This is an optimization exercise on Yosys and OpenROAD, whose aim is small area, not a production implementation.
Function was checked by simulation only, so behaviour that the tests miss may differ from the original.
Power is estimated from default activity; no workload was simulated.

Design ft300_core, start of the top module:
module ft300_core (
    input  wire         clk,
    input  wire         rst,
    input  wire [63:0]  time_now,
    input  wire         cmd_valid,
    output wire         cmd_ready,
    input  wire [7:0]   cmd_word,
    input  wire         rx_valid,
    input  wire         rx_timeout,
    output wire         rx_ready,
    input  wire [7:0]   rx_data,
    output reg          rsp_valid,
    output reg  [2:0]   rsp_op,
    output reg  [3:0]   rsp_status,
    output wire [107:0] rsp_sample,
    output wire [63:0]  rsp_freq
);
For scale: about 1500 cells after synthesis.
clock: 20.0 ns
lec_check: 0
cap_margin: 20
core_margin: 2
core_utilization: 75
place_density: 0.85
slew_margin: 20
standard.sh (not shown) runs the stock make flow with config.mk's settings and CLKGATE_MAP_FILE= SYNTH_SCRIPT=/design/flow/synth_recipe.tcl, a recipe that flattens the netlist after the stock synthesis.
==> flow/flow/run.sh <==
#!/bin/bash
# The standard ORFS flow with a few layout choices changed:
#  - after the standard synthesis, the logic between the flip-flops is
#    re-mapped by ABC for area (flow/resyn.ys, flow/abc.script); the
#    flip-flops themselves are kept as the standard synthesis made them;
#  - the port buffers use the smallest buffer cell;
#  - clock tree synthesis uses clkbuf_4 with small clusters and no dummy loads.
# Each tool's output goes to a log file of its own in this folder.
set -euo pipefail
export BUFFER_PORTS_ARGS="-buffer_cell sky130_fd_sc_hd__buf_1"
export CTS_ARGS="-sink_clustering_enable -repair_clock_nets -dont_use_dummy_load -buf_list sky130_fd_sc_hd__clkbuf_4 -sink_clustering_size 10 -sink_clustering_max_diameter 30"
R=orfs/results/$FLOW_PLATFORM/ft300_core/base
LIB=$FLOW_HOME/platforms/$FLOW_PLATFORM/lib/sky130_fd_sc_hd__tt_025C_1v80.lib
YOSYS=$FLOW_HOME/../tools/install/yosys/bin/yosys
bash standard.sh synth > synth.log 2>&1
cp $R/1_2_yosys.v $R/1_2_yosys_standard.v
sed -e "s#@LIB@#$LIB#g" -e "s#@IN@#$R/1_2_yosys_standard.v#" -e "s#@OUT@#$R/1_2_yosys.v#" \
    -e "s#@TOP@#$FLOW_TOP#" -e "s#@ABC@#$PWD/flow/abc.script#" flow/resyn.ys > resyn_run.ys
$YOSYS -s resyn_run.ys > resyn.log 2>&1
rm -f $R/1_synth.odb $R/1_synth.sdc
bash standard.sh > flow.log 2>&1
Other scripts of this flow, unchanged in this note and not shown: flow/flow/abc.script, flow/flow/resyn.ys
==> next run, changes <==
--- a/flow/design.v
+++ b/flow/design.v
@@ -213,30 +213,32 @@
         if (tshort)
             tt[4] <= tt[0];
         if (tload)
             for (k = 0; k < 8; k = k + 1)
                 tt[k] <= time_now[8*k +: 8];
     end
     reg [7:0] xx [0:3];      
     reg [7:0] qq [0:4];
     reg        xmax, xeq;
-    reg  [7:0] kd;
+    reg  [7:0] kd, xmd;
     always @(*) begin
         case (p5)
-            3'd1:    kd = 8'h24;
-            3'd2:    kd = 8'hF4;
-            default: kd = 8'h00;
+            3'd1: begin kd = 8'h24; xmd = 8'hDC; end
+            3'd2: begin kd = 8'hF4; xmd = 8'h0B; end
+            3'd3: begin kd = 8'h00; xmd = 8'h23; end
+            3'd4: begin kd = 8'h00; xmd = 8'hF4; end
+            default: begin kd = 8'h00; xmd = 8'h00; end
         endcase
     end
     wire [7:0] xa   = p5_0 ? 8'd0 : xx[0];
     wire [8:0] xs   = {1'b0, xa} + {1'b0, kd} + {8'd0, p5_0 ? 1'b0 : cy};
     wire [7:0] xnew = xmax ? 8'h00 : xs[7:0];
-    wire       xeqn = p5_4 ? (xeq & (xnew == 8'hF4)) : (xnew == 8'h23);
+    wire       xeqn = (p5_0 ? 1'b1 : xeq) & (xnew == xmd);
     reg        sR, rsh, qsh, dnext, rnz;
     wire       rsi  = p5_0 ? dnext : rsh;
     wire [7:0] ra   = {w[11][6:0], rsi};
     wire [7:0] rb   = tt[0] ^ {8{~sR}};
     wire       rci  = p5_0 ? ~sR : cy;
     wire [8:0] rsum = {1'b0, ra} + {1'b0, rb} + {8'd0, rci};
     assign     rin  = (dstate == D_LOAD) ? 8'd0 : rsum[7:0];
     wire       qsi  = p5_0 ? ((step == 6'd0) ? 1'b0 : ~sR) : qsh;
     wire       ru = ~sR & (rnz | qq[0][0]);
What happened:
- die area barely changes
- combinational power is about the same
- final cell count shrinks by 0.49%
- routed wire length shrinks by 3.0%
- clock skew shrinks by 0.019 ns
- critical path depth is unchanged
- non-clock buffer count grows by 2
- worst setup slack stays flat

## afterwards: timing with drivers on the ports
In the flow no input, the clock included, has a driving cell. The finished layouts below were timed again as built, in two steps.
Step 1 (the two cells are an assumption about what drives the block):
set clk [get_ports {clk}]
set_driving_cell -lib_cell sky130_fd_sc_hd__clkbuf_16 $clk
set_driving_cell -lib_cell sky130_fd_sc_hd__buf_2 [delete_from_list [all_inputs] $clk]
Step 2 also shifts input and output timing later by t, the mid clock arrival at the registers, as if the neighbouring blocks saw the same clock.
a / b / c = ideal / step 1 / step 2; a / b = the first two.
| run | shift t [ns] | setup WS [ns] | worst slew at a driven data input, ns | cell pins on the clock port's net |
|---|---|---|---|---|
| the first run | 0.715 | 13.565 / 13.519 / 13.577 | 0.07 | 1 |
| the second run | 0.722 | 13.565 / 13.523 / 13.265 | 0.08 | 1 |
After both steps setup and hold are still met in every run listed. The setup slack of the second run, which loses most, moves by -0.042 ns with the drivers and by -0.300 ns with both steps.
